What follows belongs to an exercise in optimizing a design on an open flow for a short achievable clock period and few clock cycles per item; a production flow would make more cautious choices.
At most, simulation tests tie the RTL to the original design; equivalence was not proved.
No functional check of the RTL was part of run 1.
Power is estimated from default activity; no workload was simulated.

==> design.v <==
module ap2_add16 (
    input  wire [15:0] a,
    input  wire [15:0] b,
    input  wire        ci,
    output wire [15:0] s,
    output wire        co
);
    wire [15:0] p = a ^ b;
    wire [15:0] g = a & b;
    wire [15:0] g0, p0;
    assign g0[0] = g[0] | (p[0] & ci);
    assign p0[0] = 1'b0;
    assign g0[15:1] = g[15:1];
    assign p0[15:1] = p[15:1];
    wire [15:0] g1, p1;
    assign g1[0] = g0[0];
    assign p1[0] = p0[0];
    assign g1[1] = g0[1] | (p0[1] & g0[0]);
    assign p1[1] = p0[1] & p0[0];
    assign g1[2] = g0[2] | (p0[2] & g0[1]);
    assign p1[2] = p0[2] & p0[1];
    assign g1[3] = g0[3] | (p0[3] & g0[2]);
    assign p1[3] = p0[3] & p0[2];
    assign g1[4] = g0[4] | (p0[4] & g0[3]);
    assign p1[4] = p0[4] & p0[3];
    assign g1[5] = g0[5] | (p0[5] & g0[4]);
    assign p1[5] = p0[5] & p0[4];
    assign g1[6] = g0[6] | (p0[6] & g0[5]);
    assign p1[6] = p0[6] & p0[5];
    assign g1[7] = g0[7] | (p0[7] & g0[6]);
    assign p1[7] = p0[7] & p0[6];
    assign g1[8] = g0[8] | (p0[8] & g0[7]);
    assign p1[8] = p0[8] & p0[7];
    assign g1[9] = g0[9] | (p0[9] & g0[8]);
    assign p1[9] = p0[9] & p0[8];
    assign g1[10] = g0[10] | (p0[10] & g0[9]);
    assign p1[10] = p0[10] & p0[9];
    assign g1[11] = g0[11] | (p0[11] & g0[10]);
    assign p1[11] = p0[11] & p0[10];
    assign g1[12] = g0[12] | (p0[12] & g0[11]);
    assign p1[12] = p0[12] & p0[11];
    assign g1[13] = g0[13] | (p0[13] & g0[12]);
    assign p1[13] = p0[13] & p0[12];
    assign g1[14] = g0[14] | (p0[14] & g0[13]);
    assign p1[14] = p0[14] & p0[13];
    assign g1[15] = g0[15] | (p0[15] & g0[14]);
    assign p1[15] = p0[15] & p0[14];
    wire [15:0] g2, p2;
    assign g2[0] = g1[0];
    assign p2[0] = p1[0];
    assign g2[1] = g1[1];
    assign p2[1] = p1[1];
    assign g2[2] = g1[2] | (p1[2] & g1[0]);
    assign p2[2] = p1[2] & p1[0];
    assign g2[3] = g1[3] | (p1[3] & g1[1]);
    assign p2[3] = p1[3] & p1[1];
    assign g2[4] = g1[4] | (p1[4] & g1[2]);
    assign p2[4] = p1[4] & p1[2];
    assign g2[5] = g1[5] | (p1[5] & g1[3]);
    assign p2[5] = p1[5] & p1[3];
    assign g2[6] = g1[6] | (p1[6] & g1[4]);
    assign p2[6] = p1[6] & p1[4];
    assign g2[7] = g1[7] | (p1[7] & g1[5]);
    assign p2[7] = p1[7] & p1[5];
    assign g2[8] = g1[8] | (p1[8] & g1[6]);
    assign p2[8] = p1[8] & p1[6];
    assign g2[9] = g1[9] | (p1[9] & g1[7]);
    assign p2[9] = p1[9] & p1[7];
    assign g2[10] = g1[10] | (p1[10] & g1[8]);
    assign p2[10] = p1[10] & p1[8];
    assign g2[11] = g1[11] | (p1[11] & g1[9]);
    assign p2[11] = p1[11] & p1[9];
    assign g2[12] = g1[12] | (p1[12] & g1[10]);
    assign p2[12] = p1[12] & p1[10];
    assign g2[13] = g1[13] | (p1[13] & g1[11]);
    assign p2[13] = p1[13] & p1[11];
    assign g2[14] = g1[14] | (p1[14] & g1[12]);
    assign p2[14] = p1[14] & p1[12];
    assign g2[15] = g1[15] | (p1[15] & g1[13]);
    assign p2[15] = p1[15] & p1[13];
    wire [15:0] g3, p3;
    assign g3[0] = g2[0];
    assign p3[0] = p2[0];
    assign g3[1] = g2[1];
    assign p3[1] = p2[1];
    assign g3[2] = g2[2];
    assign p3[2] = p2[2];
    assign g3[3] = g2[3];
    assign p3[3] = p2[3];
    assign g3[4] = g2[4] | (p2[4] & g2[0]);
    assign p3[4] = p2[4] & p2[0];
    assign g3[5] = g2[5] | (p2[5] & g2[1]);
    assign p3[5] = p2[5] & p2[1];
    assign g3[6] = g2[6] | (p2[6] & g2[2]);
    assign p3[6] = p2[6] & p2[2];
    assign g3[7] = g2[7] | (p2[7] & g2[3]);
    assign p3[7] = p2[7] & p2[3];
    assign g3[8] = g2[8] | (p2[8] & g2[4]);
    assign p3[8] = p2[8] & p2[4];
    assign g3[9] = g2[9] | (p2[9] & g2[5]);
    assign p3[9] = p2[9] & p2[5];
    assign g3[10] = g2[10] | (p2[10] & g2[6]);
    assign p3[10] = p2[10] & p2[6];
    assign g3[11] = g2[11] | (p2[11] & g2[7]);
    assign p3[11] = p2[11] & p2[7];
    assign g3[12] = g2[12] | (p2[12] & g2[8]);
    assign p3[12] = p2[12] & p2[8];
    assign g3[13] = g2[13] | (p2[13] & g2[9]);
    assign p3[13] = p2[13] & p2[9];
    assign g3[14] = g2[14] | (p2[14] & g2[10]);
    assign p3[14] = p2[14] & p2[10];
    assign g3[15] = g2[15] | (p2[15] & g2[11]);
    assign p3[15] = p2[15] & p2[11];
    wire [15:0] g4, p4;
    assign g4[0] = g3[0];
    assign p4[0] = p3[0];
    assign g4[1] = g3[1];
    assign p4[1] = p3[1];
    assign g4[2] = g3[2];
    assign p4[2] = p3[2];
    assign g4[3] = g3[3];
    assign p4[3] = p3[3];
    assign g4[4] = g3[4];
    assign p4[4] = p3[4];
    assign g4[5] = g3[5];
    assign p4[5] = p3[5];
    assign g4[6] = g3[6];
    assign p4[6] = p3[6];
    assign g4[7] = g3[7];
    assign p4[7] = p3[7];
    assign g4[8] = g3[8] | (p3[8] & g3[0]);
    assign p4[8] = p3[8] & p3[0];
    assign g4[9] = g3[9] | (p3[9] & g3[1]);
    assign p4[9] = p3[9] & p3[1];
    assign g4[10] = g3[10] | (p3[10] & g3[2]);
    assign p4[10] = p3[10] & p3[2];
    assign g4[11] = g3[11] | (p3[11] & g3[3]);
    assign p4[11] = p3[11] & p3[3];
    assign g4[12] = g3[12] | (p3[12] & g3[4]);
    assign p4[12] = p3[12] & p3[4];
    assign g4[13] = g3[13] | (p3[13] & g3[5]);
    assign p4[13] = p3[13] & p3[5];
    assign g4[14] = g3[14] | (p3[14] & g3[6]);
    assign p4[14] = p3[14] & p3[6];
    assign g4[15] = g3[15] | (p3[15] & g3[7]);
    assign p4[15] = p3[15] & p3[7];
    assign s  = p ^ {g4[14:0], ci};
    assign co = g4[15];
endmodule
module ap2_mulcsa (
    input  wire [15:0] a,
    input  wire [15:0] b,
    output wire [15:0] s,
    output wire [15:0] c
);
    wire [16:0] bx = {b, 1'b0};
    wire [16:0] ax = {a, 1'b0};    
    wire b0h = bx[2], b0m = bx[1], b0l = bx[0];
    wire m1_0 = b0m ^ b0l;
    wire m2_0 = (b0h & ~b0m & ~b0l) | (~b0h & b0m & b0l);
    wire ng_0 = b0h & ~(b0m & b0l);
    wire [15:0] r0 = {(((m1_0 & ax[16]) | (m2_0 & ax[15])) ^ ng_0), (((m1_0 & ax[15]) | (m2_0 & ax[14])) ^ ng_0), (((m1_0 & ax[14]) | (m2_0 & ax[13])) ^ ng_0), (((m1_0 & ax[13]) | (m2_0 & ax[12])) ^ ng_0), (((m1_0 & ax[12]) | (m2_0 & ax[11])) ^ ng_0), (((m1_0 & ax[11]) | (m2_0 & ax[10])) ^ ng_0), (((m1_0 & ax[10]) | (m2_0 & ax[9])) ^ ng_0), (((m1_0 & ax[9]) | (m2_0 & ax[8])) ^ ng_0), (((m1_0 & ax[8]) | (m2_0 & ax[7])) ^ ng_0), (((m1_0 & ax[7]) | (m2_0 & ax[6])) ^ ng_0), (((m1_0 & ax[6]) | (m2_0 & ax[5])) ^ ng_0), (((m1_0 & ax[5]) | (m2_0 & ax[4])) ^ ng_0), (((m1_0 & ax[4]) | (m2_0 & ax[3])) ^ ng_0), (((m1_0 & ax[3]) | (m2_0 & ax[2])) ^ ng_0), (((m1_0 & ax[2]) | (m2_0 & ax[1])) ^ ng_0), (((m1_0 & ax[1]) | (m2_0 & ax[0])) ^ ng_0)};
    wire b1h = bx[4], b1m = bx[3], b1l = bx[2];
    wire m1_1 = b1m ^ b1l;
    wire m2_1 = (b1h & ~b1m & ~b1l) | (~b1h & b1m & b1l);
    wire ng_1 = b1h & ~(b1m & b1l);
    wire [15:0] r1 = {(((m1_1 & ax[14]) | (m2_1 & ax[13])) ^ ng_1), (((m1_1 & ax[13]) | (m2_1 & ax[12])) ^ ng_1), (((m1_1 & ax[12]) | (m2_1 & ax[11])) ^ ng_1), (((m1_1 & ax[11]) | (m2_1 & ax[10])) ^ ng_1), (((m1_1 & ax[10]) | (m2_1 & ax[9])) ^ ng_1), (((m1_1 & ax[9]) | (m2_1 & ax[8])) ^ ng_1), (((m1_1 & ax[8]) | (m2_1 & ax[7])) ^ ng_1), (((m1_1 & ax[7]) | (m2_1 & ax[6])) ^ ng_1), (((m1_1 & ax[6]) | (m2_1 & ax[5])) ^ ng_1), (((m1_1 & ax[5]) | (m2_1 & ax[4])) ^ ng_1), (((m1_1 & ax[4]) | (m2_1 & ax[3])) ^ ng_1), (((m1_1 & ax[3]) | (m2_1 & ax[2])) ^ ng_1), (((m1_1 & ax[2]) | (m2_1 & ax[1])) ^ ng_1), (((m1_1 & ax[1]) | (m2_1 & ax[0])) ^ ng_1), 1'b0, ng_0};
    wire b2h = bx[6], b2m = bx[5], b2l = bx[4];
    wire m1_2 = b2m ^ b2l;
    wire m2_2 = (b2h & ~b2m & ~b2l) | (~b2h & b2m & b2l);
    wire ng_2 = b2h & ~(b2m & b2l);
    wire [15:0] r2 = {(((m1_2 & ax[12]) | (m2_2 & ax[11])) ^ ng_2), (((m1_2 & ax[11]) | (m2_2 & ax[10])) ^ ng_2), (((m1_2 & ax[10]) | (m2_2 & ax[9])) ^ ng_2), (((m1_2 & ax[9]) | (m2_2 & ax[8])) ^ ng_2), (((m1_2 & ax[8]) | (m2_2 & ax[7])) ^ ng_2), (((m1_2 & ax[7]) | (m2_2 & ax[6])) ^ ng_2), (((m1_2 & ax[6]) | (m2_2 & ax[5])) ^ ng_2), (((m1_2 & ax[5]) | (m2_2 & ax[4])) ^ ng_2), (((m1_2 & ax[4]) | (m2_2 & ax[3])) ^ ng_2), (((m1_2 & ax[3]) | (m2_2 & ax[2])) ^ ng_2), (((m1_2 & ax[2]) | (m2_2 & ax[1])) ^ ng_2), (((m1_2 & ax[1]) | (m2_2 & ax[0])) ^ ng_2), 1'b0, ng_1, 1'b0, 1'b0};
    wire b3h = bx[8], b3m = bx[7], b3l = bx[6];
    wire m1_3 = b3m ^ b3l;
    wire m2_3 = (b3h & ~b3m & ~b3l) | (~b3h & b3m & b3l);
    wire ng_3 = b3h & ~(b3m & b3l);
    wire [15:0] r3 = {(((m1_3 & ax[10]) | (m2_3 & ax[9])) ^ ng_3), (((m1_3 & ax[9]) | (m2_3 & ax[8])) ^ ng_3), (((m1_3 & ax[8]) | (m2_3 & ax[7])) ^ ng_3), (((m1_3 & ax[7]) | (m2_3 & ax[6])) ^ ng_3), (((m1_3 & ax[6]) | (m2_3 & ax[5])) ^ ng_3), (((m1_3 & ax[5]) | (m2_3 & ax[4])) ^ ng_3), (((m1_3 & ax[4]) | (m2_3 & ax[3])) ^ ng_3), (((m1_3 & ax[3]) | (m2_3 & ax[2])) ^ ng_3), (((m1_3 & ax[2]) | (m2_3 & ax[1])) ^ ng_3), (((m1_3 & ax[1]) | (m2_3 & ax[0])) ^ ng_3), 1'b0, ng_2, 1'b0, 1'b0, 1'b0, 1'b0};
    wire b4h = bx[10], b4m = bx[9], b4l = bx[8];
    wire m1_4 = b4m ^ b4l;
    wire m2_4 = (b4h & ~b4m & ~b4l) | (~b4h & b4m & b4l);
    wire ng_4 = b4h & ~(b4m & b4l);
    wire [15:0] r4 = {(((m1_4 & ax[8]) | (m2_4 & ax[7])) ^ ng_4), (((m1_4 & ax[7]) | (m2_4 & ax[6])) ^ ng_4), (((m1_4 & ax[6]) | (m2_4 & ax[5])) ^ ng_4), (((m1_4 & ax[5]) | (m2_4 & ax[4])) ^ ng_4), (((m1_4 & ax[4]) | (m2_4 & ax[3])) ^ ng_4), (((m1_4 & ax[3]) | (m2_4 & ax[2])) ^ ng_4), (((m1_4 & ax[2]) | (m2_4 & ax[1])) ^ ng_4), (((m1_4 & ax[1]) | (m2_4 & ax[0])) ^ ng_4), 1'b0, ng_3, 1'b0, 1'b0, 1'b0, 1'b0, 1'b0, 1'b0};
    wire b5h = bx[12], b5m = bx[11], b5l = bx[10];
    wire m1_5 = b5m ^ b5l;
    wire m2_5 = (b5h & ~b5m & ~b5l) | (~b5h & b5m & b5l);
    wire ng_5 = b5h & ~(b5m & b5l);
    wire [15:0] r5 = {(((m1_5 & ax[6]) | (m2_5 & ax[5])) ^ ng_5), (((m1_5 & ax[5]) | (m2_5 & ax[4])) ^ ng_5), (((m1_5 & ax[4]) | (m2_5 & ax[3])) ^ ng_5), (((m1_5 & ax[3]) | (m2_5 & ax[2])) ^ ng_5), (((m1_5 & ax[2]) | (m2_5 & ax[1])) ^ ng_5), (((m1_5 & ax[1]) | (m2_5 & ax[0])) ^ ng_5), 1'b0, ng_4, 1'b0, 1'b0, 1'b0, 1'b0, 1'b0, 1'b0, 1'b0, 1'b0};
    wire b6h = bx[14], b6m = bx[13], b6l = bx[12];
    wire m1_6 = b6m ^ b6l;
    wire m2_6 = (b6h & ~b6m & ~b6l) | (~b6h & b6m & b6l);
    wire ng_6 = b6h & ~(b6m & b6l);
    wire [15:0] r6 = {(((m1_6 & ax[4]) | (m2_6 & ax[3])) ^ ng_6), (((m1_6 & ax[3]) | (m2_6 & ax[2])) ^ ng_6), (((m1_6 & ax[2]) | (m2_6 & ax[1])) ^ ng_6), (((m1_6 & ax[1]) | (m2_6 & ax[0])) ^ ng_6), 1'b0, ng_5, 1'b0, 1'b0, 1'b0, 1'b0, 1'b0, 1'b0, 1'b0, 1'b0, 1'b0, 1'b0};
    wire b7h = bx[16], b7m = bx[15], b7l = bx[14];
    wire m1_7 = b7m ^ b7l;
    wire m2_7 = (b7h & ~b7m & ~b7l) | (~b7h & b7m & b7l);
    wire ng_7 = b7h & ~(b7m & b7l);
    wire [15:0] r7 = {(((m1_7 & ax[2]) | (m2_7 & ax[1])) ^ ng_7), (((m1_7 & ax[1]) | (m2_7 & ax[0])) ^ ng_7), 1'b0, ng_6, 1'b0, 1'b0, 1'b0, 1'b0, 1'b0, 1'b0, 1'b0, 1'b0, 1'b0, 1'b0, 1'b0, 1'b0};
    wire [15:0] r8 = {1'b0, ng_7, 14'b0};
    wire [15:0] s0_0 = r0 ^ r1 ^ r2;
    wire [15:0] c0_0w = (r0 & r1) | (r0 & r2) | (r1 & r2);
    wire [15:0] c0_0 = {c0_0w[14:0], 1'b0};
    wire [15:0] s0_1 = r3 ^ r4 ^ r5;
    wire [15:0] c0_1w = (r3 & r4) | (r3 & r5) | (r4 & r5);
    wire [15:0] c0_1 = {c0_1w[14:0], 1'b0};
    wire [15:0] s0_2 = r6 ^ r7 ^ r8;
    wire [15:0] c0_2w = (r6 & r7) | (r6 & r8) | (r7 & r8);
    wire [15:0] c0_2 = {c0_2w[14:0], 1'b0};
    wire [15:0] s1_0 = s0_0 ^ c0_0 ^ s0_1;
    wire [15:0] c1_0w = (s0_0 & c0_0) | (s0_0 & s0_1) | (c0_0 & s0_1);
    wire [15:0] c1_0 = {c1_0w[14:0], 1'b0};
    wire [15:0] s1_1 = c0_1 ^ s0_2 ^ c0_2;
    wire [15:0] c1_1w = (c0_1 & s0_2) | (c0_1 & c0_2) | (s0_2 & c0_2);
    wire [15:0] c1_1 = {c1_1w[14:0], 1'b0};
    wire [15:0] s2_0 = s1_0 ^ c1_0 ^ s1_1;
    wire [15:0] c2_0w = (s1_0 & c1_0) | (s1_0 & s1_1) | (c1_0 & s1_1);
    wire [15:0] c2_0 = {c2_0w[14:0], 1'b0};
    wire [15:0] s3_0 = s2_0 ^ c2_0 ^ c1_1;
    wire [15:0] c3_0w = (s2_0 & c2_0) | (s2_0 & c1_1) | (c2_0 & c1_1);
    wire [15:0] c3_0 = {c3_0w[14:0], 1'b0};
    assign s = s3_0;
    assign c = c3_0;
endmodule
module ap2_core (
    input  wire        clk,
    input  wire        rst,           
    input  wire        start,         
    input  wire [16:0] image_end,     
    output wire        mem_req,
    output wire        mem_we,
    output wire [15:0] mem_addr,
    output wire [15:0] mem_wdata,
    input  wire [15:0] mem_rdata,
    input  wire        mem_ready,
    output wire        done,          
    output wire [1:0]  stop_reason,   
    output wire [15:0] r0,
    output wire [15:0] r1,
    output wire [15:0] r2,
    output wire [15:0] r3,
    output wire [15:0] r4,
    output wire [15:0] r5,
    output wire [15:0] r6,
    output wire [15:0] r7,
    output wire [15:0] pc_out,
    output wire [15:0] sp_out,
    output wire        flag_c,
    output wire        flag_ov,
    output wire        flag_z,
    output wire        flag_s
);
    localparam [15:0] STACK_START = 16'h8200;
    localparam [15:0] STACK_FLOOR = 16'h81F0;
    reg        running;       
    reg        done_q;
    reg        start_q;       
    reg [1:0]  reason;
    reg [16:0] ie_q;          
    reg [15:0] x [0:7];
    reg [15:0] sp;
    reg        fc, fov, fz, fs;
    reg [15:0] sc [0:7];      
    reg [7:0]  scv;
    reg [15:0] bus_addr;      
    reg [15:0] bus_wdata;     
    reg [15:0] pcF;
    reg        d_valid;
    reg        d_end;         
    reg [15:0] ir;
    reg [15:0] pcd_cur;       
    reg [15:0] pcd_nxt;       
    reg        e_valid;
    reg        e_memop;       
    reg        e_we;          
    reg        e_psh;         
    reg [2:0]  e_sidx;        
    reg        e_mul;         
    reg        e_ld;          
    reg        e_wreg;        
    reg [2:0]  e_rd;
    reg        e_wzs, e_wc, e_wov;
    reg        e_sub;         
    reg        e_cmp;
    reg        e_jpend;       
    reg [1:0]  e_jcc;
    reg [15:0] e_jt;
    reg        sel_add, sel_and, sel_or, sel_xor, sel_shr, sel_shl,
               sel_ror, sel_rol, sel_mov;
    reg [4:0]  e_k;
    reg [15:0] A, B;
    reg        smc_q;         
    reg        w_valid;
    reg [2:0]  w_rd;
    reg [15:0] ms, mc;        
    reg        w_c, w_a15, w_b15;
    wire [15:0] sum;
    wire        co;
    ap2_add16 u_add (.a(A), .b(B), .ci(e_sub), .s(sum), .co(co));
    wire [16:0] shr17 = {A, 1'b0} >> e_k;
    wire [16:0] shl17 = {1'b0, A} << e_k;
    wire [15:0] ms_n, mc_n;
    ap2_mulcsa u_mul (.a(A), .b(B), .s(ms_n), .c(mc_n));
    wire [15:0] r_log = ({16{sel_and}} & (A & B))
                      | ({16{sel_or }} & (A | B))
                      | ({16{sel_xor}} & (A ^ B))
                      | ({16{sel_shr}} & shr17[16:1])
                      | ({16{sel_shl}} & shl17[15:0])
                      | ({16{sel_ror}} & {A[0], A[15:1]})
                      | ({16{sel_rol}} & {A[14:0], A[15]})
                      | ({16{sel_mov}} & A);
    wire [15:0] r = ({16{sel_add}} & sum) | r_log;
    wire [15:0] axb   = A ^ B;
    wire [15:0] aob   = A | B;
    wire        z_add = (axb == {aob[14:0], e_sub});
    wire        res_z = sel_add ? z_add : (r_log == 16'h0000);
    wire res_s = e_cmp ? !co : r[15];
    wire res_c = sel_add ? (co ^ e_sub)
               : sel_shr ? shr17[0]
               : sel_shl ? shl17[16]
               : sel_ror ? A[0]
               : A[15];
    wire res_ov = sel_shl ? shl17[16]
                : ((A[15] == B[15]) && (r[15] != A[15]));
    wire [15:0] wr;
    wire        wco;
    ap2_add16 u_wadd (.a(ms), .b(mc), .ci(1'b0), .s(wr), .co(wco));
    wire [15:0] mxc   = ms ^ mc;
    wire [15:0] moc   = ms | mc;
    wire        w_z   = (mxc == {moc[14:0], 1'b0});
    wire        w_ov  = (w_a15 == w_b15) && (w_b15 != wr[15]);
    wire e_alu     = e_valid & !e_memop;       
    wire e_fwd     = e_valid & e_wreg & !e_ld;
    wire e_wzs_now = e_alu & e_wzs;
    reg jc_e;
    always @(*) begin
        case (e_jcc)
            2'b00:   jc_e = 1'b1;
            2'b01:   jc_e = fz && !fs;
            2'b10:   jc_e = !fz && fs;
            default: jc_e = !fz && !fs;
        endcase
    end
    wire e_jtaken = e_valid & e_jpend & jc_e;
    wire [15:0] pcd_cur1 = pcd_cur + 16'd1;
    wire [15:0] ba1      = bus_addr + 16'd1;
    wire e_smc = e_we & d_valid & !d_end &
                 ((bus_addr == pcd_cur) | (bus_addr == pcd_cur1) | (ba1 == pcd_cur));
    wire squash_e = e_jtaken | smc_q;
    wire [3:0] cls = ir[15:12];
    wire [2:0] fd  = ir[10:8];
    wire [2:0] fm  = ir[7:5];
    wire [2:0] fn  = ir[4:2];
    wire is_nop  = (ir == 16'h0000);
    wire is_c0   = (cls == 4'h0) && !is_nop;
    wire is_jmp  = is_c0 && ir[11];
    wire is_psh  = is_c0 && !ir[11] && (ir[1:0] == 2'b01);
    wire is_pop  = is_c0 && !ir[11] && (ir[1:0] == 2'b10);
    wire is_cmp  = is_c0 && !ir[11] && (ir[1:0] == 2'b11);
    wire is_rsvd = is_c0 && !ir[11] && (ir[1:0] == 2'b00);
    wire is_mov  = (cls == 4'h1);
    wire is_str  = (cls == 4'h2);
    wire is_ldr  = (cls == 4'h3);
    wire is_add  = (cls == 4'h4);
    wire is_sub  = (cls == 4'h5);
    wire is_mul  = (cls == 4'h6);
    wire is_and  = (cls == 4'h7);
    wire is_or   = (cls == 4'h8);
    wire is_not  = (cls == 4'h9);
    wire is_xor  = (cls == 4'hA);
    wire is_shr  = (cls == 4'hB);
    wire is_shl  = (cls == 4'hC);
    wire is_ror  = (cls == 4'hD);
    wire is_rol  = (cls == 4'hE);
    wire is_halt = (cls == 4'hF);
    wire is_alu1 = is_add | is_sub | is_and | is_or | is_not | is_xor |
                   is_shr | is_shl | is_ror | is_rol;      
    wire push_ok = sp > STACK_FLOOR;
    wire pop_ok  = (sp >= STACK_FLOOR) && (sp < STACK_START);
    wire psh_do  = is_psh && push_ok;
    wire pop_do  = is_pop && pop_ok;
    wire [4:0] sdist    = 5'd0 - sp[4:0];
    wire [2:0] sidx_psh = sdist[3:1];
    wire [3:0] sidx_p4  = sdist[4:1] - 4'd1;
    wire [2:0] sidx_pop = sidx_p4[2:0];
    wire       pop_hit  = pop_do && scv[sidx_pop];
    wire       pop_mem  = pop_do && !scv[sidx_pop];
    wire d_memop   = is_ldr | is_str | psh_do | pop_mem;
    wire d_store   = is_str | psh_do;
    wire d_stopi   = d_end | is_halt | is_rsvd;
    wire [1:0] d_reason = d_end ? 2'd3 : is_halt ? 2'd1 : 2'd2;
    wire [8:0]  imm9  = ir[10:2];
    wire [15:0] jt_d  = pcd_nxt + {7'b0, imm9};
    wire        j_uncond = (ir[1:0] == 2'b00);
    reg jc_d;
    always @(*) begin
        case (ir[1:0])
            2'b00:   jc_d = 1'b1;
            2'b01:   jc_d = fz && !fs;
            2'b10:   jc_d = !fz && fs;
            default: jc_d = !fz && !fs;
        endcase
    end
    wire d_isjmp  = !d_end && is_jmp && (imm9 != 9'd0);
    wire d_jres   = j_uncond || !(e_wzs_now || w_valid);    
    wire uses_m = is_mov && !ir[11] || is_str || is_ldr || is_alu1 || is_mul || is_cmp;
    wire uses_n = is_str && !ir[11] || is_psh || is_add || is_sub || is_mul ||
                  is_and || is_or || is_xor || is_cmp;
    wire e_mulv = e_valid & e_mul;
    wire d_dep  = e_mulv &
                  ((uses_m && (fm == e_rd)) || (uses_n && (fn == e_rd)) ||
                   (d_isjmp && !j_uncond));
    wire d_stop   = d_valid & d_stopi & !e_memop & !e_mulv & !squash_e;
    wire d_fire   = d_valid & !d_stopi & !e_memop & !d_dep & !squash_e;
    wire d_jtaken = d_fire & d_isjmp & d_jres & jc_d;
    wire a_imm  = is_mov && ir[11];
    wire a_reg  = !(a_imm || is_psh || is_pop);
    wire b_reg  = !((is_str && ir[11]) || is_not);
    wire b_inv  = is_sub || is_cmp;
    wire fwd_a  = e_fwd && (e_rd == fm) && a_reg;
    wire fwd_b  = e_fwd && (e_rd == fn) && b_reg;
    wire fww_a  = w_valid && (w_rd == fm) && a_reg;
    wire fww_b  = w_valid && (w_rd == fn) && b_reg;
    wire [15:0] xm = x[fm];
    wire [15:0] xn = x[fn];
    wire [15:0] a_base = a_imm  ? {8'b0, ir[7:0]}
                       : is_psh ? sp
                       : is_pop ? (pop_hit ? sc[sidx_pop] : sp + 16'd2)
                       : fww_a  ? wr
                       : xm;
    wire [15:0] b_raw  = (is_str && ir[11]) ? {8'b0, ir[10:8], ir[4:0]}
                       : is_not ? 16'hFFFF
                       : fww_b  ? wr
                       : xn;
    wire [15:0] a_next = fwd_a ? r : a_base;
    wire [15:0] b_val  = fwd_b ? r : b_raw;              
    wire [15:0] b_next = b_val ^ {16{b_inv}};
    wire at_end    = {1'b0, pcF} >= ie_q;
    wire bus_fetch = running & !e_memop;
    wire slot_free = !d_valid | d_fire | squash_e;
    wire f_load    = bus_fetch & slot_free & !squash_e & !d_jtaken & !d_stop;
    wire f_take    = f_load & mem_ready;
    reg [15:0] pcF_next;
    always @(*) begin
        if (start && !running)
            pcF_next = 16'h0000;
        else if (d_stop)
            pcF_next = pcd_nxt;
        else if (e_jtaken)
            pcF_next = e_jt;
        else if (smc_q)
            pcF_next = pcd_cur;
        else if (d_jtaken)
            pcF_next = jt_d;
        else if (f_take && !at_end)
            pcF_next = pcF + 16'd2;
        else
            pcF_next = pcF;
    end
    wire e_hold    = e_memop & !mem_ready;        
    wire d_mem_go  = d_fire & d_memop;            
    assign mem_req   = running;
    assign mem_we    = e_we;
    assign mem_addr  = bus_addr;
    assign mem_wdata = bus_wdata;
    always @(posedge clk)
        ie_q <= image_end;
    always @(posedge clk) begin
        if (rst) begin
            running <= 1'b0;
            done_q  <= 1'b0;
            start_q <= 1'b0;
            d_valid <= 1'b0;
            e_valid <= 1'b0;
            e_memop <= 1'b0;
            e_we    <= 1'b0;
            w_valid <= 1'b0;
            smc_q   <= 1'b0;
        end else if (start && !running) begin
            running <= 1'b1;
            done_q  <= 1'b0;
            start_q <= 1'b1;
            d_valid <= 1'b0;
            e_valid <= 1'b0;
            e_memop <= 1'b0;
            e_we    <= 1'b0;
            w_valid <= 1'b0;
            smc_q   <= 1'b0;
        end else begin
            start_q <= 1'b0;
            if (d_stop) begin
                running <= 1'b0;
                done_q  <= 1'b1;
            end
            if (d_stop || squash_e || d_jtaken)
                d_valid <= 1'b0;
            else if (slot_free)
                d_valid <= f_take;
            e_valid <= e_hold | d_fire;
            e_memop <= e_hold | d_mem_go;
            e_we    <= (e_we & !mem_ready) | (d_fire & d_store);
            smc_q   <= e_smc;
            w_valid <= e_alu & e_mul;
        end
    end
    always @(posedge clk)
        pcF <= pcF_next;
    always @(posedge clk) begin
        if (e_hold)
            bus_addr <= bus_addr;
        else if (d_mem_go)
            bus_addr <= a_next;
        else
            bus_addr <= pcF_next;
        if (d_fire & d_store)
            bus_wdata <= b_val;
    end
    always @(posedge clk) begin
        if (d_stop)
            reason <= d_reason;
    end
    always @(posedge clk) begin
        if (f_load) begin
            ir      <= mem_rdata;
            d_end   <= at_end;
            pcd_cur <= pcF;
            pcd_nxt <= at_end ? pcF : pcF + 16'd2;
        end
    end
    always @(posedge clk) begin
        A       <= a_next;
        B       <= b_next;
        e_k     <= ir[4:0];
        e_wzs   <= is_alu1 | is_cmp;
        e_wc    <= is_add | is_sub | is_shr | is_shl | is_ror | is_rol;
        e_wov   <= is_add | is_sub | is_shl;
        e_sub   <= is_sub | is_cmp;
        e_cmp   <= is_cmp;
        e_jcc   <= ir[1:0];
        e_jt    <= jt_d;
        sel_add <= is_add | is_sub | is_cmp;
        sel_and <= is_and;
        sel_or  <= is_or;
        sel_xor <= is_xor | is_not;
        sel_shr <= is_shr;
        sel_shl <= is_shl;
        sel_ror <= is_ror;
        sel_rol <= is_rol;
        sel_mov <= is_mov | pop_hit;
        if (!e_memop) begin
            e_psh   <= is_psh;
            e_sidx  <= sidx_psh;
            e_mul   <= is_mul;
            e_ld    <= is_ldr | pop_mem;
            e_wreg  <= is_mov | is_ldr | pop_do | is_alu1;
            e_rd    <= is_pop ? {1'b0, ir[9:8]} : fd;
            e_jpend <= d_isjmp & !d_jres;
        end
        ms    <= ms_n;
        mc    <= mc_n;
        w_rd  <= e_rd;
        w_c   <= co;
        w_a15 <= A[15];
        w_b15 <= B[15];
    end
    wire [15:0] wdata = e_ld ? mem_rdata : r;
    wire        e_wr  = e_valid & e_wreg;
    integer i;
    always @(posedge clk) begin
        if (start_q) begin
            for (i = 0; i < 8; i = i + 1)
                x[i] <= 16'h0000;
            sp  <= STACK_START;
            fc  <= 1'b0;
            fov <= 1'b0;
            fz  <= 1'b0;
            fs  <= 1'b0;
            scv <= 8'h00;
        end else begin
            for (i = 0; i < 8; i = i + 1) begin
                if (e_wr && (e_rd == i))
                    x[i] <= wdata;
                else if (w_valid && (w_rd == i))
                    x[i] <= wr;
            end
            if (d_fire & psh_do)
                sp <= sp - 16'd2;
            else if (d_fire & pop_do)
                sp <= sp + 16'd2;
            if (e_alu & e_wzs) begin
                fz <= res_z;
                fs <= res_s;
            end else if (w_valid) begin
                fz <= w_z;
                fs <= wr[15];
            end
            if (e_alu & e_wc)
                fc <= res_c;
            else if (w_valid)
                fc <= w_c;
            if (e_alu & e_wov)
                fov <= res_ov;
            else if (w_valid)
                fov <= w_ov;
            for (i = 0; i < 8; i = i + 1) begin
                if (e_we && e_psh && (e_sidx == i))
                    scv[i] <= 1'b1;
                else if (e_we && !e_psh &&
                         ((bus_addr == STACK_START - 2 * i) || (ba1 == STACK_START - 2 * i) ||
                          (bus_addr == STACK_START - 2 * i + 1)))
                    scv[i] <= 1'b0;
            end
        end
        for (i = 0; i < 8; i = i + 1)
            if (e_we && e_psh && (e_sidx == i))
                sc[i] <= bus_wdata;
    end
    assign done        = done_q;
    assign stop_reason = reason;
    assign r0 = x[0];
    assign r1 = x[1];
    assign r2 = x[2];
    assign r3 = x[3];
    assign r4 = x[4];
    assign r5 = x[5];
    assign r6 = x[6];
    assign r7 = x[7];
    assign pc_out  = pcF;
    assign sp_out  = sp;
    assign flag_c  = fc;
    assign flag_ov = fov;
    assign flag_z  = fz;
    assign flag_s  = fs;
endmodule
==> flow/run.sh <==
#!/bin/bash
set -euo pipefail
bash standard.sh SETUP_SLACK_MARGIN=7.5 finish > orfs_make.log 2>&1
==> standard.sh <==
#!/bin/bash
# synth_recipe.tcl (not shown) runs the flow's synth.tcl, then flattens the netlist and writes it again
# the make line also repeats each setting of config.mk as NAME=value (left out here)
make -C /OpenROAD-flow-scripts/flow DESIGN_CONFIG=/design/flow/config.mk WORK_HOME=/design/flow/orfs CLKGATE_MAP_FILE= SYNTH_SCRIPT=/design/flow/synth_recipe.tcl "${@:-finish}"
==> config.mk <==
export PLATFORM = sky130hd
export DESIGN_NAME = ap2_core
export DESIGN_NICKNAME = ap2_core
export VERILOG_FILES = /design/flow/design.v
export SDC_FILE = /design/flow/constraint.sdc
export NUM_CORES = 4
export LEC_CHECK = 0
export CAP_MARGIN = 20
export CORE_MARGIN = 2
export CORE_UTILIZATION = 40
export SLEW_MARGIN = 20
==> constraint.sdc <==
create_clock -name core_clock -period 10.0 [get_ports {clk}]
set_input_delay 2.0000 -clock core_clock [delete_from_list [all_inputs] [get_ports {clk}]]
set_output_delay 2.0000 -clock core_clock [all_outputs]
set_load 0.01 [all_outputs]
==> results of run 1 <==
## flip-flops by register name (all words and copies together), names as in the netlist, 11 cells and up
register   flops
sc           128
ie_q          17
ms            16
pcd_nxt       15
x            128
bus_addr      16
mc            11
pcd_cur       16
pcF           16
B             16
e_jt          16
A             16
ir            16
sp            15
bus_wdata     16
## cells by family after synthesis
logic type      Yosys count
flops                   518
other cells               1
compound gates         1061
simple gates           1095
fa+ha+maj               161
xor+xnor                249
buf+inv                 439
mux                     147
## report_power, final
part | leakage [nW] | total (mW) | switching, mW | internal, mW
Clock | 0.970 | 2.26 | 0.952 | 1.31
Sequential | 4.66 | 2.52 | 0.198 | 2.32
Combinational | 13.3 | 3.58 | 2.02 | 1.56
Total | 18.9 | 8.36 | 3.17 | 5.18
## how the worst max path moves through the flow
stage              start           end  slack [ns]
2_1_floorplan  mem_ready  bus_addr[11]        6.14
5_1_grt             B[7]        ms[15]        6.35
3_5_place_dp   mem_ready  bus_addr[11]        5.42
4_1_cts             B[7]        ms[15]        6.52
6_report            B[7]        ms[11]        6.46
3_3_place_gp   mem_ready  bus_addr[11]        5.48
## timing repair
action / 4_1_cts / 5_1_grt
gates cloned: 20 / 9
gates resized for setup: 1953 / 298
endpoints found under the setup margin: 576 / 540
pin swaps: 233 / 187
endpoints found under the hold margin: 0 / 0
setup buffers: 487 / 114
## cell usage after synthesis, types with 18 or more instances
| cell type | instances |
|---|---|
| a221oi_1 | 41 |
| nand2_1 | 331 |
| nand3_1 | 93 |
| or3_1 | 18 |
| xnor2_1 | 150 |
| a22oi_1 | 110 |
| nand4_1 | 30 |
| a31oi_1 | 31 |
| o22ai_1 | 41 |
| edfxtp_1 | 221 |
| a21oi_1 | 191 |
| buf_1 | 27 |
| xor2_1 | 99 |
| clkbuf_1 | 232 |
| o211ai_1 | 42 |
| o221ai_1 | 25 |
| nor2_1 | 286 |
| mux4_2 | 44 |
| a211oi_1 | 158 |
| mux2i_1 | 68 |
| mux2_2 | 33 |
| inv_1 | 153 |
| or4_1 | 19 |
| nor4_1 | 24 |
| nor3_1 | 65 |
| ha_1 | 121 |
| nand2b_1 | 46 |
| fa_1 | 40 |
| and3_1 | 69 |
| a21o_1 | 28 |
| o21ai_0 | 204 |
| nor2b_1 | 38 |
| dfxtp_1 | 297 |
## routing by layer
layer | up-vias | track usage (%) | share of wire, %
li1 | 15000 | - | -
met2 | 2936 | 53.4 | 42
met5 | - | 0 | 0
met4 | 0 | 18.6 | 7.0
met1 | 17300 | 47.0 | 38
met3 | 732 | 9.44 | 13
## stage by stage
stage / util [%] / instance area, sq um / hold slack (ns) / std cells
after floorplan: - / 34600 / 0.346 / 3671
after global placement: 45.3 / 37300 / 0.394 / 4762
after detailed placement: 45.3 / 37300 / 0.398 / 4762
after CTS: 57.3 / 47100 / 0.403 / 5381
after global routing: 60.3 / 49600 / 0.417 / 5504
final: 60.3 / 49600 / 0.409 / 5505
## critical path, cell delays in order (launching register included)
cell and delay [ns]:
dfxtp_4 0.39, buf_6 0.13, ha_4 0.27, buf_6 0.12, a22oi_2 0.07, xor2_1 0.19
fa_1 0.56, inv_2 0.05, fa_1 0.56, inv_2 0.05, fa_1 0.53, inv_2 0.04
fa_2 0.52
## layout make-up
cell class                 instances  area, sq um  area share (%)
inverter                         158          643            1.30
antenna                            1         2.50         0.00504
tap                             1070         1340            2.70
clock inverter                    41          384           0.774
timing repair buffer             921         8950            18.0
clock buffer                      71         1620            3.26
multi-input combinational       2725        23500            47.3
sequential                       518        13200            26.6
==> key figures, run 1 <==
Run status
  – Outcome: complete, no violations

GRT
  – Maximum number of pins on one net before global-route repair: 85
  – Gr ovfl total: 0
  – Tot GR Track Use: 35.6%
  – First-pass GRT wire length: 228000 um
  – Number of global-route vias before repair: 33.3k
  – Antenna violations before repair: 2

Layout
  – Most common library cell in the layout ignoring fill and taps: buf_4
  – Area growth, synth to finish: 49.0%
  – Fillers: 6765
  – Ratio of cells with drive above 1 in the final layout: 43.7%
  – Highest-count cells in the layout ignoring fill and taps: buf_4, nand2_1, buf_6
  – Number of nets in the finished design: 4582

Route
  – Iteration-0 DRC Markers: 5334
  – Post-route ant nets: 0
  – Pre-antenna DRT Iters: 8
  – Routed length per placed instance: 29.4 um
  – Number of remaining DRC errors: 0
  – Vias/cell: roughly 6.5
  – Final wirelength: 162000 um
  – Detailed-route via count: 36.0k

STA
  – Slew Viols, Final: 0
  – Worst-margin pin slew: around 1.3 ns
  – Max_slew headroom: 12.0%
  – Timing-limited maximum frequency: 282 MHz
  – Total negative slack for setup checks: 0 ns
  – Crit path setup slack, layout: about 6.5 ns
  – Period Utilization, post-route: 35.4%
  – Number of setup violations in the final report: 0
  – Fin. Hold Viols: 0
  – Setup repair after global routing missed its margin: true
  – Worst Skew: 0.0462 ns
  – Post-route minimum period: 3.54 ns

Synthesis
  – Post-Syn Nets: 3869
  – Area of the mapped netlist: 0.0333 sq mm
  – Seq cells post-synth: 518
  – Combinational family with the most area after synthesis: compound AO/OA/AOI/OAI gates
  – Area share of the leading cell type in the synthesized netlist: 19.9%
  – Number of enable flip-flop cells after synthesis: 221
  – Compound-gate portion of the synthesized area: 21.6%
  – Simple-gate share of the synthesized area: 15.8%
  – Area leader, netlist: edfxtp_1
  – Share of flip-flops with an asynchronous set or reset: 0%
  – Count of mapped cells out of synthesis: 3671
  – Adder-cell share of the synthesized area: 6.95%
  – Parity-gate share of the synthesized area counting xor and xnor cells: 6.55%
  – Flip-flop cell with the highest count after synthesis: dfxtp_1
  – Count of different cell masters after synthesis: 90
  – Syn Area/Cell: between 9 and 10 sq um
  – Sequential cell area fraction in the yosys report: 37.8%
  – Proportion of synthesized area in mux cells: 6.20%
  – Main area contributors after synthesis: edfxtp_1, dfxtp_1, ha_1, xnor2_1, nand2_1
  – Number of warnings issued by yosys: 3

Clock tree
  – Hold buffers post-CTS: 0
  – TritonCTS clock tree: built
  – Number of H-tree levels: 2
  – TritonCTS buffer count: 60
  – Number of buffers on the longest clock path: 3
  – Clk pin slew, worst setup/hold paths: 0.06 ns
  – Clock sink total: 518
  – Clock latency at the later pin of the worst-skew pair: 0.65 ns
  – Root Buffer Master: clkbuf_16

Critical path
  – Worst Setup Start Kind: flip-flop
  – Required time at the endpoint of the critical path: 10.59 ns
  – Largest driver fanout on the critical path: 6
  – Setup slack of the worst register-to-register path: 6.46 ns
  – Data arrival time at the worst-slack endpoint: 4.13 ns
  – Cells on worst reg2reg path: 12
  – Critical path start-end classification: reg2reg
  – Kind of end point of the critical path: flip-flop
  – R2r startpoint: B[7]
  – End of the worst register-to-register path: ms[11]

Floorplan
  – Top-Level Pins: 238
  – Total die area: 0.0856 sq mm
  – # rows: 105
  – Overall die height: 293 um
  – Starting density of the core: 40.5%
  – Horiz. Die Dim: slightly below 300 um
  – Area of the core region: 0.0822 sq mm

Power and ir drop
  – Peak VDD IR: 0.169 mV
  – Design Power: about 8.4 mW
  – Power per cell area: around 170 mW/mm^2
  – Static leakage: 18.9 nW

Placement
  – Worst setup timing slack at the placement stage: 5.42 ns
  – Detailed Place HPWL: 98600 um
  – Last weighted congestion value of the routability-driven placer: 0.996
  – Number of port buffers: 236

Hold path
  – Hold Startpoint: B[15]
  – Min-delay worst type: reg2reg
  – Count of cells along the worst hold path: 0
  – Endpoint of the worst hold path: w_b15

Flow run
  – Max-Cap Viols: 0
==> inputs of run 2 (changes only) <==
--- a/design.v
+++ b/design.v
@@ -151,7 +151,8 @@
     input  wire [15:0] a,
     input  wire [15:0] b,
     output wire [15:0] s,
-    output wire [15:0] c
+    output wire [15:0] c,
+    output wire [15:0] t
 );
     wire [16:0] bx = {b, 1'b0};
     wire [16:0] ax = {a, 1'b0};    
@@ -214,11 +215,9 @@
     wire [15:0] s2_0 = s1_0 ^ c1_0 ^ s1_1;
     wire [15:0] c2_0w = (s1_0 & c1_0) | (s1_0 & s1_1) | (c1_0 & s1_1);
     wire [15:0] c2_0 = {c2_0w[14:0], 1'b0};
-    wire [15:0] s3_0 = s2_0 ^ c2_0 ^ c1_1;
-    wire [15:0] c3_0w = (s2_0 & c2_0) | (s2_0 & c1_1) | (c2_0 & c1_1);
-    wire [15:0] c3_0 = {c3_0w[14:0], 1'b0};
-    assign s = s3_0;
-    assign c = c3_0;
+    assign s = s2_0;
+    assign c = c2_0;
+    assign t = c1_1;
 endmodule
 module ap2_core (
     input  wire        clk,
@@ -262,12 +261,18 @@
     reg [7:0]  scv;
     reg [15:0] bus_addr;      
     reg [15:0] bus_wdata;     
+    reg [15:0] daddr;         
+    reg [15:0] dwdata;        
     reg [15:0] pcF;
     reg        d_valid;
     reg        d_end;         
     reg [15:0] ir;
     reg [15:0] pcd_cur;       
     reg [15:0] pcd_nxt;       
+    reg        pd_stopi;      
+    reg        pd_mul;        
+    reg        pd_um, pd_un;  
+    reg        pd_cj;         
     reg        e_valid;
     reg        e_memop;       
     reg        e_we;          
@@ -290,15 +295,15 @@
     reg        smc_q;         
     reg        w_valid;
     reg [2:0]  w_rd;
-    reg [15:0] ms, mc;        
+    reg [15:0] ms, mc, mt;    
     reg        w_c, w_a15, w_b15;
     wire [15:0] sum;
     wire        co;
     ap2_add16 u_add (.a(A), .b(B), .ci(e_sub), .s(sum), .co(co));
     wire [16:0] shr17 = {A, 1'b0} >> e_k;
     wire [16:0] shl17 = {1'b0, A} << e_k;
-    wire [15:0] ms_n, mc_n;
-    ap2_mulcsa u_mul (.a(A), .b(B), .s(ms_n), .c(mc_n));
+    wire [15:0] ms_n, mc_n, mt_n;
+    ap2_mulcsa u_mul (.a(A), .b(B), .s(ms_n), .c(mc_n), .t(mt_n));
     wire [15:0] r_log = ({16{sel_and}} & (A & B))
                       | ({16{sel_or }} & (A | B))
                       | ({16{sel_xor}} & (A ^ B))
@@ -320,11 +325,14 @@
                : A[15];
     wire res_ov = sel_shl ? shl17[16]
                 : ((A[15] == B[15]) && (r[15] != A[15]));
+    wire [15:0] ws    = ms ^ mc ^ mt;
+    wire [15:0] wcw   = (ms & mc) | (ms & mt) | (mc & mt);
+    wire [15:0] wc    = {wcw[14:0], 1'b0};
     wire [15:0] wr;
     wire        wco;
-    ap2_add16 u_wadd (.a(ms), .b(mc), .ci(1'b0), .s(wr), .co(wco));
-    wire [15:0] mxc   = ms ^ mc;
-    wire [15:0] moc   = ms | mc;
+    ap2_add16 u_wadd (.a(ws), .b(wc), .ci(1'b0), .s(wr), .co(wco));
+    wire [15:0] mxc   = ws ^ wc;
+    wire [15:0] moc   = ws | wc;
     wire        w_z   = (mxc == {moc[14:0], 1'b0});
     wire        w_ov  = (w_a15 == w_b15) && (w_b15 != wr[15]);
     wire e_alu     = e_valid & !e_memop;       
@@ -341,9 +349,9 @@
     end
     wire e_jtaken = e_valid & e_jpend & jc_e;
     wire [15:0] pcd_cur1 = pcd_cur + 16'd1;
-    wire [15:0] ba1      = bus_addr + 16'd1;
+    wire [15:0] ba1      = daddr + 16'd1;
     wire e_smc = e_we & d_valid & !d_end &
-                 ((bus_addr == pcd_cur) | (bus_addr == pcd_cur1) | (ba1 == pcd_cur));
+                 ((daddr == pcd_cur) | (daddr == pcd_cur1) | (ba1 == pcd_cur));
     wire squash_e = e_jtaken | smc_q;
     wire [3:0] cls = ir[15:12];
     wire [2:0] fd  = ir[10:8];
@@ -385,7 +393,6 @@
     wire       pop_mem  = pop_do && !scv[sidx_pop];
     wire d_memop   = is_ldr | is_str | psh_do | pop_mem;
     wire d_store   = is_str | psh_do;
-    wire d_stopi   = d_end | is_halt | is_rsvd;
     wire [1:0] d_reason = d_end ? 2'd3 : is_halt ? 2'd1 : 2'd2;
     wire [8:0]  imm9  = ir[10:2];
     wire [15:0] jt_d  = pcd_nxt + {7'b0, imm9};
@@ -401,15 +408,11 @@
     end
     wire d_isjmp  = !d_end && is_jmp && (imm9 != 9'd0);
     wire d_jres   = j_uncond || !(e_wzs_now || w_valid);    
-    wire uses_m = is_mov && !ir[11] || is_str || is_ldr || is_alu1 || is_mul || is_cmp;
-    wire uses_n = is_str && !ir[11] || is_psh || is_add || is_sub || is_mul ||
-                  is_and || is_or || is_xor || is_cmp;
     wire e_mulv = e_valid & e_mul;
     wire d_dep  = e_mulv &
-                  ((uses_m && (fm == e_rd)) || (uses_n && (fn == e_rd)) ||
-                   (d_isjmp && !j_uncond));
-    wire d_stop   = d_valid & d_stopi & !e_memop & !e_mulv & !squash_e;
-    wire d_fire   = d_valid & !d_stopi & !e_memop & !d_dep & !squash_e;
+                  ((pd_um && (fm == e_rd)) || (pd_un && (fn == e_rd)) || pd_cj);
+    wire d_stop   = d_valid & pd_stopi & !e_memop & !e_mulv & !squash_e;
+    wire d_fire   = d_valid & !pd_stopi & !e_memop & !d_dep & !squash_e;
     wire d_jtaken = d_fire & d_isjmp & d_jres & jc_d;
     wire a_imm  = is_mov && ir[11];
     wire a_reg  = !(a_imm || is_psh || is_pop);
@@ -438,23 +441,24 @@
     wire slot_free = !d_valid | d_fire | squash_e;
     wire f_load    = bus_fetch & slot_free & !squash_e & !d_jtaken & !d_stop;
     wire f_take    = f_load & mem_ready;
-    reg [15:0] pcF_next;
+    reg [15:0] pcF_base;
     always @(*) begin
         if (start && !running)
-            pcF_next = 16'h0000;
+            pcF_base = 16'h0000;
         else if (d_stop)
-            pcF_next = pcd_nxt;
+            pcF_base = pcd_nxt;
         else if (e_jtaken)
-            pcF_next = e_jt;
+            pcF_base = e_jt;
         else if (smc_q)
-            pcF_next = pcd_cur;
+            pcF_base = pcd_cur;
         else if (d_jtaken)
-            pcF_next = jt_d;
-        else if (f_take && !at_end)
-            pcF_next = pcF + 16'd2;
+            pcF_base = jt_d;
         else
-            pcF_next = pcF;
+            pcF_base = pcF;
     end
+    wire        inc_ok   = f_load & !at_end & !(start && !running);
+    wire [15:0] pcF_inc  = pcF + 16'd2;
+    wire [15:0] pcF_next = (inc_ok & mem_ready) ? pcF_inc : pcF_base;
     wire e_hold    = e_memop & !mem_ready;        
     wire d_mem_go  = d_fire & d_memop;            
     assign mem_req   = running;
@@ -504,25 +508,42 @@
     always @(posedge clk)
         pcF <= pcF_next;
     always @(posedge clk) begin
-        if (e_hold)
-            bus_addr <= bus_addr;
+        if (e_memop)
+            bus_addr <= mem_ready ? pcF_base : daddr;
         else if (d_mem_go)
             bus_addr <= a_next;
         else
             bus_addr <= pcF_next;
+        bus_wdata <= e_memop ? dwdata : b_val;
+        if (d_mem_go)
+            daddr <= a_next;
         if (d_fire & d_store)
-            bus_wdata <= b_val;
+            dwdata <= b_val;
     end
     always @(posedge clk) begin
         if (d_stop)
             reason <= d_reason;
     end
+    wire [15:0] fw    = mem_rdata;
+    wire [3:0]  f_cls = fw[15:12];
+    wire        f_c0  = (f_cls == 4'h0) && (fw[11:0] != 12'h000);
+    wire        f_alu1 = (f_cls >= 4'h4) && (f_cls <= 4'hE) && (f_cls != 4'h6);
+    wire        f_ab  = (f_cls == 4'h4) || (f_cls == 4'h5) || (f_cls == 4'h7) ||
+                        (f_cls == 4'h8) || (f_cls == 4'hA);
     always @(posedge clk) begin
-        if (f_load) begin
-            ir      <= mem_rdata;
-            d_end   <= at_end;
-            pcd_cur <= pcF;
-            pcd_nxt <= at_end ? pcF : pcF + 16'd2;
+        if (slot_free && !smc_q) begin
+            ir       <= fw;
+            d_end    <= at_end;
+            pcd_cur  <= pcF;
+            pcd_nxt  <= at_end ? pcF : pcF + 16'd2;
+            pd_stopi <= at_end || (f_cls == 4'hF) ||
+                        (f_c0 && !fw[11] && (fw[1:0] == 2'b00));
+            pd_mul   <= (f_cls == 4'h6);
+            pd_um    <= ((f_cls == 4'h1) && !fw[11]) || (f_cls == 4'h2) || (f_cls == 4'h3) ||
+                        f_alu1 || (f_cls == 4'h6) || (f_c0 && !fw[11] && (fw[1:0] == 2'b11));
+            pd_un    <= ((f_cls == 4'h2) && !fw[11]) || f_ab || (f_cls == 4'h6) ||
+                        (f_c0 && !fw[11] && fw[0]);
+            pd_cj    <= !at_end && f_c0 && fw[11] && (fw[10:2] != 9'd0) && (fw[1:0] != 2'b00);
         end
     end
     always @(posedge clk) begin
@@ -556,6 +577,7 @@
         end
         ms    <= ms_n;
         mc    <= mc_n;
+        mt    <= mt_n;
         w_rd  <= e_rd;
         w_c   <= co;
         w_a15 <= A[15];
@@ -604,14 +626,14 @@
                 if (e_we && e_psh && (e_sidx == i))
                     scv[i] <= 1'b1;
                 else if (e_we && !e_psh &&
-                         ((bus_addr == STACK_START - 2 * i) || (ba1 == STACK_START - 2 * i) ||
-                          (bus_addr == STACK_START - 2 * i + 1)))
+                         ((daddr == STACK_START - 2 * i) || (ba1 == STACK_START - 2 * i) ||
+                          (daddr == STACK_START - 2 * i + 1)))
                     scv[i] <= 1'b0;
             end
         end
         for (i = 0; i < 8; i = i + 1)
             if (e_we && e_psh && (e_sidx == i))
-                sc[i] <= bus_wdata;
+                sc[i] <= dwdata;
     end
     assign done        = done_q;
     assign stop_reason = reason;
==> flow/run.sh (replaced) <==
#!/bin/bash
set -euo pipefail
bash standard.sh SETUP_SLACK_MARGIN=7.0 finish > orfs_make.log 2>&1
==> run 2 against run 1 <==
Against the previous run: clock power up 13%; clock-buffer cell count up 16; global-route usage shrank 1.6 points; design area decreased by 1.1%; critical endpoint is now bus_wdata[14].
==> key figures, run 2 <==
Power and ir drop
  – Power per cell area: 174 mW/mm^2 (+3.3%)
  – Static leakage: 18.9 nW (-0.22%)
  – Peak VDD IR: 0.228 mV (+35%)
  – Design Power: 8.54 mW (+2.2%)

Flow run
  – Max-Cap Viols: 0 (unchanged)

Critical path
  – Required time at the endpoint of the critical path: 10.52 ns (-0.07 ns)
  – Standard cell with the maximum stage delay on the critical path: fa_2
  – Crit-path max cell delay: 0.37 ns (-0.19 ns)
  – Critical path start-end classification: reg2reg
  – Buffer and inverter count on the worst path: 3 (-2)
  – Data arrival time at the worst-slack endpoint: 3.93 ns (-0.20 ns)
  – Kind of end point of the critical path: flip-flop
  – Largest driver fanout on the critical path: 3 (-3)
  – Worst Setup Start Kind: flip-flop
  – Cell family with the largest share of critical-path delay: compound AO/OA/AOI/OAI gates
  – CP cell instances: buf_12 -> fa_2 -> inv_2 -> fa_2 -> nor2b_4 -> o31a_1 -> o31a_1 -> o2111a_1 -> or3_4 -> a31oi_4 -> o211ai_1 -> buf_4 -> mux2_4

Placement
  – Number of port buffers: 236 (unchanged)
  – Worst setup timing slack at the placement stage: 5.43 ns (+0.0102 ns)
  – Detailed Place HPWL: 105000 um (+6.4%)
  – Cell area after placement: 0.0386 sq mm (+3.6%)
  – Last weighted congestion value of the routability-driven placer: 1.00 (+0.61%)
  – Number of cells after detailed placement: 4968 (+4.3%)

Route
  – Post-route ant nets: 0 (unchanged)
  – Vias/cell: 6.44 (-1.5%)
  – Number of remaining DRC errors: 0 (unchanged)
  – Pre-antenna DRT Iters: 8 (unchanged)
  – Detailed-route via count: 36.1k (+0.30%)
  – Final wirelength: 164000 um (+0.95%)
  – Iteration-0 DRC Markers: 5148 (-3.5%)
  – Routed length per placed instance: 29.2 um (-0.81%)

STA
  – Crit path setup slack, layout: 6.59 ns (+0.128 ns)
  – Setup repair after global routing missed its margin: true
  – Worst hold margin: 0.484 ns (+0.0752 ns)
  – Slew Viols, Final: 0 (unchanged)
  – Number of setup violations in the final report: 0 (unchanged)
  – Worst-margin pin slew: 1.19 ns (-0.130 ns)
  – Period Utilization, post-route: 34.1% (-1.3 points)
  – Fin. Hold Viols: 0 (unchanged)
  – Worst Skew: 0.0461 ns (-0.000119 ns)
  – Timing-limited maximum frequency: 293 MHz (+3.8%)
  – Post-route minimum period: 3.41 ns (-0.128 ns)
  – Total negative slack for setup checks: 0 ns (unchanged)
  – Max_slew headroom: 20.3% (+8.4 points)

Clock tree
  – Clk pin slew, worst setup/hold paths: 0.06 ns (about the same)
  – Clock latency at the later pin of the worst-skew pair: 0.64 ns (about the same)
  – Number of buffers on the longest clock path: 3 (unchanged)
  – Clock sink total: 559 (+7.9%)
  – Hold buffers post-CTS: 0 (unchanged)
  – Number of H-tree levels: 3 (+1)
  – TritonCTS clock tree: built
  – TritonCTS buffer count: 67 (+12%)
  – Root Buffer Master: clkbuf_16

Synthesis
  – Main area contributors after synthesis: edfxtp_1, dfxtp_1, ha_1, xnor2_1, mux4_2
  – Syn Area/Cell: 9.27 sq um (+2.2%)
  – Sequential cell area fraction in the yosys report: 38.3% (+0.50 points)
  – Seq cells post-synth: 559 (+7.9%)
  – Count of mapped cells out of synthesis: 3786 (+3.1%)
  – Count of different cell masters after synthesis: 104 (+16%)
  – Post-Syn Nets: 3985 (+3.0%)
  – Number of warnings issued by yosys: 3 (unchanged)
  – Share of flip-flops with an asynchronous set or reset: 0% (unchanged)
  – Area share of the leading cell type in the synthesized netlist: 19.2% (-0.69 points)
  – Most common library cells after synthesis: dfxtp_1, nand2_1, nor2_1
  – Flip-flop cell with the highest count after synthesis: dfxtp_1
  – Number of enable flip-flop cells after synthesis: 225 (+1.8%)
  – Area leader, netlist: edfxtp_1
  – Most frequent cell after synthesis: dfxtp_1
  – Area of the mapped netlist: 0.0351 sq mm (+5.4%)

GRT
  – Tot GR Track Use: 34.0% (-1.6 points)
  – Antenna violations before repair: 4 (+2)
  – First-pass GRT wire length: 228000 um (+0.15%)
  – Maximum number of pins on one net before global-route repair: 88 (+3.5%)
  – Gr ovfl total: 0 (unchanged)
  – Number of global-route vias before repair: 32.8k (-1.4%)

Floorplan
  – Horiz. Die Dim: 300 um (+2.6%)
  – Total die area: 0.0902 sq mm (+5.4%)
  – Area of the core region: 0.0869 sq mm (+5.7%)
  – # rows: 108 (+2.9%)
  – Top-Level Pins: 238 (unchanged)
  – Overall die height: 300 um (+2.6%)
  – Starting density of the core: 40.4% (-0.079 points)

Layout
  – Share of the core filled with cells: 56.5% (-3.8 points)
  – Non-Filler Instances: 5603 (+1.8%)
  – Highest-count cells in the layout ignoring fill and taps: buf_4, nand2_1, nor2_1
  – Largest registers ranked by flip-flop count: sc x128, x x128, ie_q x17
  – Area growth, synth to finish: 39.8%
  – Post-route standard cell area excluding fillers: 0.0491 sq mm (-1.1%)
  – Number of nets in the finished design: 4589 (+0.15%)
  – Most common library cell in the layout ignoring fill and taps: buf_4
  – Fillers: 7335 (+8.4%)
  – Ratio of cells with drive above 1 in the final layout: 37.2% (-6.5 points)

Hold path
  – Min-delay worst type: reg2reg

Run status
  – Outcome: complete, no violations
## run 2: timing repair
item,CTS,global route
pin swaps,88,141
buffers inserted,327,156
endpoints found under the setup margin,587,498
resized for setup,1730,297
cloned,12,12
## run 2: worst min-delay path: cells and delay by family (launching register included)
kind             cells  cell delay (ns)
flip-flops           1             0.30
AND/OR/NAND/NOR      1             0.09
AO/OA/AOI/OAI        1             0.06
## run 2: worst paths after layout
kind	startpoint	cells past startpoint	slack, ns	end
worst max-delay path	A[0]	13	6.59	bus_wdata[14]
worst min-delay path	e_wov	2	0.48	fov
worst max register to register	A[0]	13	6.59	bus_wdata[14]
worst min register to register	e_wov	2	0.48	fov
## run 2: where the power goes
group,internal [mW],switching (mW),total (mW)
registers,2.48,0.176,2.65
logic,1.42,1.92,3.34
clock network,1.48,1.06,2.55
## run 2: routing by layer
metal	global-route usage, %	up-vias	wire length, um
met3	9.41	622	22200
met5	0	-	13
met2	50.7	2738	69100
met1	45.9	17500	61900
met4	15.3	2	10400
li1	-	15300	-
## run 2: area by class of cell
cell class | count | area, sq um | area share, %
Antenna cell | 4 | 10.0 | 0.0204
Clock inverter | 36 | 385 | 0.785
Sequential cell | 559 | 14100 | 28.8
Timing Repair inverter | 2 | 12.5 | 0.0255
Inverter | 193 | 773 | 1.58
Timing Repair Buffer | 819 | 7820 | 15.9
Clock buffer | 87 | 1860 | 3.80
Tap cell | 1155 | 1450 | 2.94
Multi-Input combinational cell | 2748 | 22600 | 46.1
## run 2: cells by family (layout without fill, tap and decap cells)
family | Yosys count | in the layout | synth area share, %
AND/OR/NAND/NOR | 1137 | 1142 | 15.9
AO/OA/AOI/OAI | 1021 | 1021 | 20.5
flip-flops | 559 | 559 | 38.3
buffers and inverters | 484 | 1137 | 5.32
XOR/XNOR | 246 | 246 | 6.14
multiplexers | 176 | 176 | 7.24
adder cells (fa/ha/maj) | 162 | 162 | 6.63
other | 1 | 5 | 0.0107
Testbench counts of run 2, summed over its fixed seeds: cycles 62,666, instrs 48,662.
==> inputs of run 3 (changes only) <==
==> flow/run.sh (replaced) <==
#!/bin/bash
set -euo pipefail
bash standard.sh SETUP_SLACK_MARGIN=7.5 finish > orfs_make.log 2>&1
==> run 3 against run 2 <==
Against the previous run: still clean; area after synthesis unchanged; wire length grew 3.9%; sequential power is essentially flat; clock skew decreased by 0.0027 ns; hold slack worse by 0.032 ns; highest routed layer unchanged.
==> key figures, run 3 <==
Run status
  – Outcome: complete, no violations

GRT
  – Gr ovfl total: 0 (unchanged)
  – Antenna violations before repair: 8 (+4)
  – Number of global-route vias before repair: 34.1k (+4.0%)
  – Maximum number of pins on one net before global-route repair: 71 (-19%)
  – First-pass GRT wire length: 237000 um (+3.7%)
  – Tot GR Track Use: 35.3% (+1.2 points)

Layout
  – Ratio of cells with drive above 1 in the final layout: 44.1% (+6.9 points)
  – Share of the core filled with cells: 60.0% (+3.5 points)
  – Number of nets in the finished design: 4682 (+2.0%)
  – Fillers: 6967 (-5.0%)

Synthesis
  – Post-Syn Nets: 3985 (unchanged)
  – Sequential cell area fraction in the yosys report: 38.3% (unchanged)
  – Most frequent cell after synthesis: dfxtp_1
  – Area share of the leading cell type in the synthesized netlist: 19.2% (unchanged)
  – Most common library cells after synthesis: dfxtp_1, nand2_1, nor2_1
  – Number of enable flip-flop cells after synthesis: 225 (unchanged)
  – Count of mapped cells out of synthesis: 3786 (unchanged)
  – Area leader, netlist: edfxtp_1
  – Seq cells post-synth: 559 (unchanged)
  – Main area contributors after synthesis: edfxtp_1, dfxtp_1, ha_1, xnor2_1, mux4_2
  – Syn Area/Cell: 9.27 sq um (unchanged)
  – Area of the mapped netlist: 0.0351 sq mm (unchanged)

Floorplan
  – Overall die height: 300 um (unchanged)
  – # rows: 108 (unchanged)
  – Total die area: 0.0902 sq mm (unchanged)
  – Horiz. Die Dim: 300 um (unchanged)
  – Top-Level Pins: 238 (unchanged)

Critical path
  – Required time at the endpoint of the critical path: 10.50 ns (-0.02 ns)
  – Data arrival time at the worst-slack endpoint: 3.82 ns (-0.11 ns)
  – Setup slack of the worst register-to-register path: 6.68 ns (+0.09 ns)
  – Critical path start-end classification: reg2reg
  – Cells on worst reg2reg path: 13 (unchanged)
  – R2r startpoint: A[0]
  – End of the worst register-to-register path: bus_wdata[14]
  – Largest driver fanout on the critical path: 3 (unchanged)

Route
  – Post-route ant nets: 0 (unchanged)
  – Vias/cell: 6.52 (+1.2%)
  – Pre-antenna DRT Iters: 9 (+1)
  – Number of remaining DRC errors: 0 (unchanged)
  – Routed length per placed instance: 29.8 um (+2.2%)

Power and ir drop
  – Power Internal: 5.46 mW (+1.5%)
  – Combinational Power Share: 40.5% (+1.4 points)
  – Net Switching: 3.27 mW (+3.5%)
  – Design Power: 8.73 mW (+2.2%)
  – Peak VDD IR: 0.130 mV (-43%)
  – Part of the power in the clock network: 29.1% (-0.7 points)
  – Static leakage: 20.0 nW (+6.0%)
  – Power per cell area: 167 mW/mm^2 (-3.7%)
  – Reg power frac: 30.3% (-0.8 points)
  – Sw frac: 37.4% (+0.46 points)

Clock tree
  – TritonCTS buffer count: 68 (+1.5%)
  – Number of H-tree levels: 3 (unchanged)
  – Clock sink total: 559 (unchanged)
  – Root Buffer Master: clkbuf_16
  – Number of buffers on the longest clock path: 3 (unchanged)
  – Hold buffers post-CTS: 0 (unchanged)
  – TritonCTS clock tree: built

Hold path
  – Hold Startpoint: B[15]
  – Endpoint of the worst hold path: w_b15

STA
  – Max_slew headroom: 22.9% (+2.6 points)
  – Period Utilization, post-route: 33.2% (-0.92 points)
  – Worst-margin pin slew: 1.15 ns (-0.0387 ns)
  – Post-route minimum period: 3.32 ns (-0.0917 ns)
  – Setup repair after global routing missed its margin: true
  – Number of setup violations in the final report: 0 (unchanged)
  – Fin. Hold Viols: 0 (unchanged)
  – Total negative slack for setup checks: 0 ns (unchanged)

Placement
  – Detailed Place HPWL: 105000 um (+0.20%)
  – Number of port buffers: 236 (unchanged)

Flow run
  – Max-Cap Viols: 0 (unchanged)
run 3: cells by family (layout without fill, tap and decap cells):
kind of cell / after synthesis / in the layout / synth area share (%)
muxes: 176 / 176 / 7.24
buffers and inverters: 484 / 1226 / 5.32
other: 1 / 2 / 0.0107
and+or+nand+nor: 1137 / 1146 / 15.9
adders and majority gates: 162 / 162 / 6.63
xor gates and xnor gates: 246 / 246 / 6.14
DFF: 559 / 559 / 38.3
AOI/OAI and AO/OA: 1021 / 1021 / 20.5
run 3: through the flow:
step	cells	hold slack [ns]	cell area [sq um]	worst slack, ns
global route	5692	0.462	52100	6.64
global placement	4951	0.479	39500	5.41
floorplan	3786	0.343	36800	6.60
finish	5693	0.452	52100	6.68
CTS	5557	0.491	49200	6.54
detailed placement	4951	0.478	39500	5.40
run 3: worst max-delay path, stage by stage (launching register included):
cell      delay, ns
dfxtp_4        0.36
buf_12         0.13
fa_2           0.35
inv_2          0.07
fa_2           0.23
nor2b_4        0.05
o31a_1         0.27
o31a_1         0.30
o2111a_1       0.28
or3_4          0.34
a31oi_4        0.24
o211ai_1       0.12
buf_4          0.19
mux2_4         0.26
run 3: worst max-delay path by stage:
stage	startpoint	cells past startpoint	to	slack [ns]
after floorplan	mem_ready	5	bus_addr[6]	6.60
after global placement	mem_ready	6	bus_addr[2]	5.41
after detailed placement	mem_ready	6	bus_addr[2]	5.40
after CTS	A[0]	13	bus_wdata[14]	6.54
after global routing	A[0]	13	bus_wdata[14]	6.64
final	A[0]	13	bus_wdata[14]	6.68
run 3: area by class of cell:
class | instances | area [sq um] | share of cell area, %
Multi-Input combinational cell | 2752 | 24200 | 46.4
Inverter | 193 | 827 | 1.59
Clock inverter | 29 | 282 | 0.540
Antenna cell | 1 | 2.50 | 0.00480
Sequential cell | 559 | 14200 | 27.2
Tap cell | 1155 | 1450 | 2.77
Clock buffer | 95 | 1960 | 3.75
Timing Repair inverter | 2 | 15.0 | 0.0288
Timing Repair Buffer | 907 | 9230 | 17.7
run 3: timing repair:
action                      CTS  global route
setup endpoints to repair   609           598
buffers inserted            456           128
resized for setup          1919           366
cloned                       26             6
pin swaps                   178           171
run 3: metal layers:
layer / track usage, % / part of all wire, %
met3: 10.5 / 13
met4: 17.5 / 6.6
met5: 0 / 0.045
met1: 46.7 / 38
met2: 52.3 / 42
run 3: power by group through the flow:
stage	combinational (mW)	clock, mW	sequential [mW]
detailed placement	2.44	0	2.75
finish	3.54	2.54	2.65
global route	3.71	2.64	2.65
CTS	3.20	2.54	2.65
floorplan	1.74	0	2.63
global placement	2.46	0	2.75

-- re-timing with driven ports --
The results above use ideal ports. As a check the final layouts listed here were re-extracted and re-timed, cells and wires unchanged. Step 1: set_driving_cell puts a clkbuf_16 on clk and a buf_2 on each other input, an assumption about the parent block. Step 2 also shifts input and output timing later by t, the mid clock arrival at the registers, as if the neighbouring blocks saw the same clock. Slacks: no drivers / after step 1 / after step 2; pairs: no drivers / after step 1.
run | shift t [ns] | setup WS [ns]
run 1 | 0.697 | 6.460 / 6.460 / 5.816
run 2 | 0.689 | 6.588 / 6.588 / 6.174
run 3 | 0.697 | 6.680 / 6.680 / 6.149
After both steps every run listed still meets setup and hold.
